Source: an optimization exercise on an open RTL-to-GDS flow (aim: small area, a short achievable clock period and few clock cycles per item). Production flows keep margins and buffers that such runs may drop.
Where RTL was checked, it was by simulation tests only, not by an equivalence proof against the original.

==> build 94: inputs <==
## bqfi_biquad
module bqfi_biquad (
    input  wire        clk,
    input  wire        rst,
    input  wire        in_valid,
    output wire        in_ready,
    input  wire [2:0]  in_op,
    input  wire        in_ch,
    input  wire [31:0] in_data,
    output wire        out_valid,
    output reg         out_ch,
    output wire [31:0] out_y
);
    reg [31:0] cf [0:9];
    reg [9:0]  cv;
    reg [31:0] x1 [0:1];
    reg [31:0] x2 [0:1];
    reg [31:0] y1 [0:1];
    reg [31:0] y2 [0:1];
    reg [1:0]  x1v, x2v, y1v, y2v;
    reg [7:0]  ph;
    reg        ch0;      
    reg        ch1;      
    reg [31:0] x;
    wire busy = ph[0] | ph[1] | ph[2] | ph[3];
    assign in_ready = ~busy;
    wire acc_cmd  = in_valid & ~busy & ~rst;
    wire acc_filt = acc_cmd & (in_op == 3'd0);
    reg [31:0] fa, fb;
    integer k;
    always @(*) begin
        fa = 32'd0;
        for (k = 0; k < 5; k = k + 1)
            if (ph[k]) fa = fa | ((ch0 ? (cv[5+k] ? cf[5+k] : 32'd0)
                                       : (cv[k]   ? cf[k]   : 32'd0)));
    end
    always @(*) begin
        case (1'b1)
            ph[1]:   fb = x1v[ch0] ? x1[ch0] : 32'd0;
            ph[2]:   fb = x2v[ch0] ? x2[ch0] : 32'd0;
            ph[3]:   fb = y1v[ch0] ? y1[ch0] : 32'd0;
            ph[4]:   fb = y2v[ch0] ? y2[ch0] : 32'd0;
            default: fb = x;
        endcase
    end
    wire              ua_s, ub_s, ua_z, ub_z, ua_i, ub_i, ua_n, ub_n;
    wire signed [9:0] ua_x, ub_x;
    wire [23:0]       ua_m, ub_m;
    wire [4:0]        ua_t, ub_t;
    fp_unpack u_ua (.w(fa), .s(ua_s), .x(ua_x), .m(ua_m), .tz(ua_t), .zero(ua_z), .inf(ua_i), .nan(ua_n));
    fp_unpack u_ub (.w(fb), .s(ub_s), .x(ub_x), .m(ub_m), .tz(ub_t), .zero(ub_z), .inf(ub_i), .nan(ub_n));
    reg              oa_s, ob_s, oa_z, ob_z, oa_i, ob_i, oa_n, ob_n;
    reg signed [9:0] oa_x, ob_x;
    reg [23:0]       oa_m, ob_m;
    reg [4:0]        oa_t, ob_t;
    always @(posedge clk) begin
  ...
==> flow/config.mk <==
export PLATFORM = sky130hd
export DESIGN_NAME = bqfi_biquad
export DESIGN_NICKNAME = bqfi_biquad
export VERILOG_FILES = /design/flow/design.v
export SDC_FILE = /design/flow/constraint.sdc
export NUM_CORES = 4
export LEC_CHECK = 0
export ABC_AREA = 1
export CAP_MARGIN = 20
export CORE_MARGIN = 2
export CORE_UTILIZATION = 55
export PLACE_DENSITY = 0.7
export SLEW_MARGIN = 20
==> flow/constraint.sdc <==
create_clock -name core_clock -period 18.0 [get_ports {clk}]
set_input_delay 3.6000 -clock core_clock [delete_from_list [all_inputs] [get_ports {clk}]]
set_output_delay 3.6000 -clock core_clock [all_outputs]
set_load 0.01 [all_outputs]
standard.sh (not shown) runs the stock make flow with config.mk's settings and CLKGATE_MAP_FILE= SYNTH_SCRIPT=/design/flow/synth_recipe.tcl, a recipe that flattens the netlist after the stock synthesis.
==> flow/flow/run.sh <==
#!/bin/bash
# The standard layout, with timing repair (after CTS and after global
# routing) aiming for a setup slack of SETUP_SLACK_MARGIN ns at the design's
# own clock period. Everything else, constraints included, is the standard
# flow's. make's full output goes to flow_make.log; ORFS keeps each step's
# tool log under orfs/logs/.
set -euo pipefail
bash standard.sh finish SETUP_SLACK_MARGIN=10 > flow_make.log 2>&1
==> build 52: changes against build 94 <==
--- a/flow/design.v
+++ b/flow/design.v
@@ -30,16 +30,54 @@
     reg [4:0] t;
     always @(*) begin
         t = 5'd0;
         for (i = 23; i >= 0; i = i - 1)
             if (m[i]) t = i[4:0];
     end
     assign tz = t;
 endmodule
+module fp_unpack2 (
+    input  wire [31:0]       wa,
+    input  wire [31:0]       wb,
+    output wire              s1,
+    output wire signed [9:0] x1,
+    output wire [23:0]       m1,
+    output wire [4:0]        tz1,
+    output wire              zero1, inf1, nan1,
+    output wire              s2,
+    output wire signed [9:0] x2,
+    output wire [23:0]       m2,
+    output wire [4:0]        tz2,
+    output wire              zero2, inf2, nan2
+);
+    wire a_sub = (wa[30:23] == 8'd0) & (wa[22:0] != 23'd0);
+    wire [31:0] wn = a_sub ? wa : wb;
+    wire [31:0] wp = a_sub ? wb : wa;
+    fp_unpack u_n (.w(wn), .s(s1), .x(x1), .m(m1), .tz(tz1), .zero(zero1), .inf(inf1), .nan(nan1));
+    wire [7:0]  e  = wp[30:23];
+    wire [22:0] f  = wp[22:0];
+    wire        ez = (e == 8'd0);
+    wire        eo = (e == 8'hFF);
+    wire        fz = (f == 23'd0);
+    assign s2    = wp[31];
+    assign zero2 = ez & fz;
+    assign inf2  = eo & fz;
+    assign nan2  = eo & ~fz;
+    assign m2    = {~ez, f};
+    assign x2    = {2'b00, e[7:1], e[0] | ez};
+    reg [4:0] t;
+    integer i;
+    always @(*) begin
+        t = 5'd0;
+        for (i = 23; i >= 0; i = i - 1)
+            if (m2[i]) t = i[4:0];
+    end
+    assign tz2 = t;
+endmodule
 module fp_mul (
     input  wire              clk,
     input  wire              sa,
     input  wire signed [9:0] xa,
     input  wire [23:0]       ma,
     input  wire [4:0]        tza,
     input  wire              za, ia, na,
     input  wire              sb,
@@ -1177,35 +1215,46 @@
     wire       mbz = ebz & (b[22:0] == 0);
     wire [7:0]  dd  = age ? dab[7:0] : dba[7:0];
     wire [23:0] mS  = age ? mb : ma;
     wire [26:0] sha = {mS, 3'b000} >> dd;
     wire [26:0] shb = sha;
     wire        ska = ~mbz & ({3'b000, tzb} + 8'd3 < dab[7:0]);
     wire        skb = ~maz & ({3'b000, tza} + 8'd3 < dba[7:0]);
     wire [26:0] wS  = age ? {sha[26:1], sha[0] | ska} : {shb[26:1], shb[0] | skb};
-    wire [26:0] wB  = {mB, 3'b000};
-    wire [27:0] F   = sub ? ({1'b0, wB} - {1'b0, wS})
-                          : ({1'b0, wB} + {1'b0, wS});
-    wire [23:0] m2 = F[27:4], m1 = F[26:3], m0 = F[25:2];
-    wire        r2 = F[3] & ((|F[2:0]) | F[4]);
-    wire        r1 = F[2] & ((|F[1:0]) | F[3]);
-    wire        r0 = F[1] & (F[0] | F[2]);
-    wire [8:0]  e2 = {1'b0, xB} + 9'd1;
-    wire [8:0]  e0 = {1'b0, xB} - 9'd1;
-    wire [30:0] p2 = {e2[7:0], m2[22:0]};
-    wire [30:0] p1 = {(m1[23] ? xB : 8'd0), m1[22:0]};
-    wire [30:0] p0 = {e0[7:0], m0[22:0]};
-    wire [30:0] q2 = p2 + {30'd0, r2};
-    wire [30:0] q1 = p1 + {30'd0, r1};
-    wire [30:0] q0 = p0 + {30'd0, r0};
-    wire        c2 = F[27];
-    wire        c1 = ~F[27] & (F[26] | ~sub);
-    wire [30:0] fr  = c2 ? q2 : c1 ? q1 : q0;
-    wire        fov = c2 & (e2 >= 9'd255);
+    wire [24:0] mBi = {1'b0, mB} + 25'd1;
+    wire [28:0] wSn = sub ? ~{2'b00, wS} : {2'b00, wS};
+    wire [28:0] G1  = {2'b00, mB, 3'b100} + wSn + {28'd0, sub};
+    wire [28:0] GX  = (sub ? {2'b00, mB, 3'b010} : {1'b0, mBi, 3'b000}) + wSn + {28'd0, sub};
+    wire [2:0]  fl  = sub ? (3'd0 - wS[2:0]) : wS[2:0];
+    wire        f3  = mB[0] ^ wS[3] ^ (sub & (wS[2:0] != 3'd0));
+    wire        tie2 = f3 & (fl == 3'b000);
+    wire        tie1 = (fl == 3'b100);
+    wire        tie0 = (fl[1:0] == 2'b10);
+    wire        c2 = ~sub & G1[27];
+    wire        c0 = sub & ~GX[26];
+    wire [8:0]  xB1 = {1'b0, xB} + 9'd1;
+    wire [8:0]  xB2 = {1'b0, xB} + 9'd2;
+    wire [8:0]  xBm = {1'b0, xB} - 9'd1;
+    reg  [22:0] ffr;
+    reg  [8:0]  fe;
+    always @(*) begin
+        if (c2) begin
+            ffr = GX[28] ? 23'd0 : {GX[26:5], GX[4] & ~tie2};
+            fe  = GX[28] ? xB2 : xB1;
+        end else if (c0) begin
+            ffr = {GX[24:3], GX[2] & ~tie0};
+            fe  = xBm;
+        end else begin
+            ffr = G1[27] ? 23'd0 : {G1[25:4], G1[3] & ~tie1};
+            fe  = G1[27] ? xB1 : (G1[26] ? {1'b0, xB} : 9'd0);
+        end
+    end
+    wire [30:0] fr  = {fe[7:0], ffr};
+    wire        fov = (fe >= 9'd255);
     wire [24:0] nab = {1'b0, ma} - {1'b0, mb};
     wire [24:0] nba = {1'b0, mb} - {1'b0, ma};
     wire [24:0] n1  = {mB, 1'b0} - {1'b0, mS};
     wire        altb = nab[24];              
     wire [24:0] N = d0  ? (altb ? {nba[23:0], 1'b0} : {nab[23:0], 1'b0})
                   : n1;
     wire        nsg = d0 ? (altb ? sb : sa) : sB;
     wire [7:0]  lim = xB - 8'd1;
@@ -1281,18 +1330,20 @@
             ph[4]:   fb = y2v[ch0] ? y2[ch0] : 32'd0;
             default: fb = x;
         endcase
     end
     wire              ua_s, ub_s, ua_z, ub_z, ua_i, ub_i, ua_n, ub_n;
     wire signed [9:0] ua_x, ub_x;
     wire [23:0]       ua_m, ub_m;
     wire [4:0]        ua_t, ub_t;
-    fp_unpack u_ua (.w(fa), .s(ua_s), .x(ua_x), .m(ua_m), .tz(ua_t), .zero(ua_z), .inf(ua_i), .nan(ua_n));
-    fp_unpack u_ub (.w(fb), .s(ub_s), .x(ub_x), .m(ub_m), .tz(ub_t), .zero(ub_z), .inf(ub_i), .nan(ub_n));
+    fp_unpack2 u_up (
+        .wa(fa), .wb(fb),
+        .s1(ua_s), .x1(ua_x), .m1(ua_m), .tz1(ua_t), .zero1(ua_z), .inf1(ua_i), .nan1(ua_n),
+        .s2(ub_s), .x2(ub_x), .m2(ub_m), .tz2(ub_t), .zero2(ub_z), .inf2(ub_i), .nan2(ub_n));
     reg              oa_s, ob_s, oa_z, ob_z, oa_i, ob_i, oa_n, ob_n;
     reg signed [9:0] oa_x, ob_x;
     reg [23:0]       oa_m, ob_m;
     reg [4:0]        oa_t, ob_t;
     always @(posedge clk) begin
         oa_s <= ua_s; oa_x <= ua_x; oa_m <= ua_m; oa_t <= ua_t; oa_z <= ua_z; oa_i <= ua_i; oa_n <= ua_n;
         ob_s <= ub_s; ob_x <= ub_x; ob_m <= ub_m; ob_t <= ub_t; ob_z <= ub_z; ob_i <= ub_i; ob_n <= ub_n;
     end
@@ -1303,22 +1354,18 @@
         .sb(ob_s), .xb(ob_x), .mb(ob_m), .tzb(ob_t), .zb(ob_z), .ib(ob_i), .nb(ob_n),
         .y(mul_y));
     reg [31:0] prod;
     always @(posedge clk)
         prod <= {mul_y[31] ^ (ph[5] | ph[6]), mul_y[30:0]};
     reg  [31:0] acc;
     wire [31:0] add_y;
     fp_add u_add (.a(acc), .b(prod), .y(add_y));
-    always @(posedge clk) begin
-        if (ph[3])
-            acc <= prod;
-        else if (ph[4] | ph[5] | ph[6] | ph[7])
-            acc <= add_y;
-    end
+    always @(posedge clk)
+        acc <= ph[3] ? prod : add_y;
     assign out_y = acc;
     integer c;
     always @(posedge clk) begin
         if (rst) begin
             ph  <= 8'd0;
             cv  <= 10'd0;
             x1v <= 2'd0; x2v <= 2'd0; y1v <= 2'd0; y2v <= 2'd0;
         end else begin
@@ -1344,17 +1391,17 @@
         else     ph_out <= ph[7];
     end
     always @(posedge clk) begin
         if (acc_filt) begin
             x   <= in_data;
             ch0 <= in_ch;
         end
         if (ph[4]) ch1 <= ch0;
-        if (ph[7]) out_ch <= ch1;
+        out_ch <= ch1;
         if (acc_cmd) begin
             for (c = 0; c < 10; c = c + 1)
                 if (in_op == (c % 5) + 1 && in_ch == (c / 5)) cf[c] <= in_data;
         end
         if (ph[2]) begin
             x1[ch0] <= x;
             x2[ch0] <= x1[ch0];
         end
==> flow/flow/run.sh (replaced) <==
#!/bin/bash
# The standard layout, with timing repair (after CTS and after global
# routing) aiming for a setup slack of SETUP_SLACK_MARGIN ns at the design's
# own clock period. Everything else, constraints included, is the standard
# flow's. make's full output goes to flow_make.log; ORFS keeps each step's
# tool log under orfs/logs/.
set -euo pipefail
bash standard.sh finish SETUP_SLACK_MARGIN=11 > flow_make.log 2>&1
==> results_dict.tcl <==
set metrics [dict create \
    status "timing/DRC/antenna clean" \
    final-instance-count-excl-fill 10200 \
    numCtsBuffers 87 \
    maximum_cell_stage_delay_along_the_critical_path_ns 0.38 \
    hold_ws_ns 0.425 \
    design.seq.count 834 \
    clock_buffer_count 118 \
    critical_path_depth_in_cells 56 \
]
The numbers above come from build 52.

==> results_dict.tcl <==
set metrics [dict create \
    hold_ws_ns 0.425 \
    design.seq.count 835 \
    status "timing/DRC/antenna clean" \
    maximum_cell_stage_delay_along_the_critical_path_ns 0.76 \
    critical_path_depth_in_cells 42 \
    final-instance-count-excl-fill 10500 \
    numCtsBuffers 78 \
]
The numbers above come from build 94.

Testbench counts of build 52, summed over its fixed seeds: cycles 24,160, items 5,272.
The RTL of build 94 was laid out without a check of its function.

-- afterwards: timing with drivers on the ports --
The results above use ideal ports. As a check the final layouts listed here were re-extracted and re-timed, cells and wires unchanged.
Step 1 assumes that a clkbuf_16 drives the clock port and a buf_2 every other input.
Step 2 moves the port delays by t, midway between the first and last clock arrival at a register: inputs arrive t later, outputs are due t later. That takes back most of the time a late clock gives input paths.
Three values: ideal ports, drivers, drivers and shift; two values: the first two.
run | shift t [ns] | setup WS [ns] | worst data-port slew with drivers (ns)
build 94 | 0.710 | 10.019 / 10.019 / 10.019 | 0.11
build 52 | 0.764 | 9.929 / 9.929 / 9.929 | 0.07
After both steps every run listed still meets setup and hold.
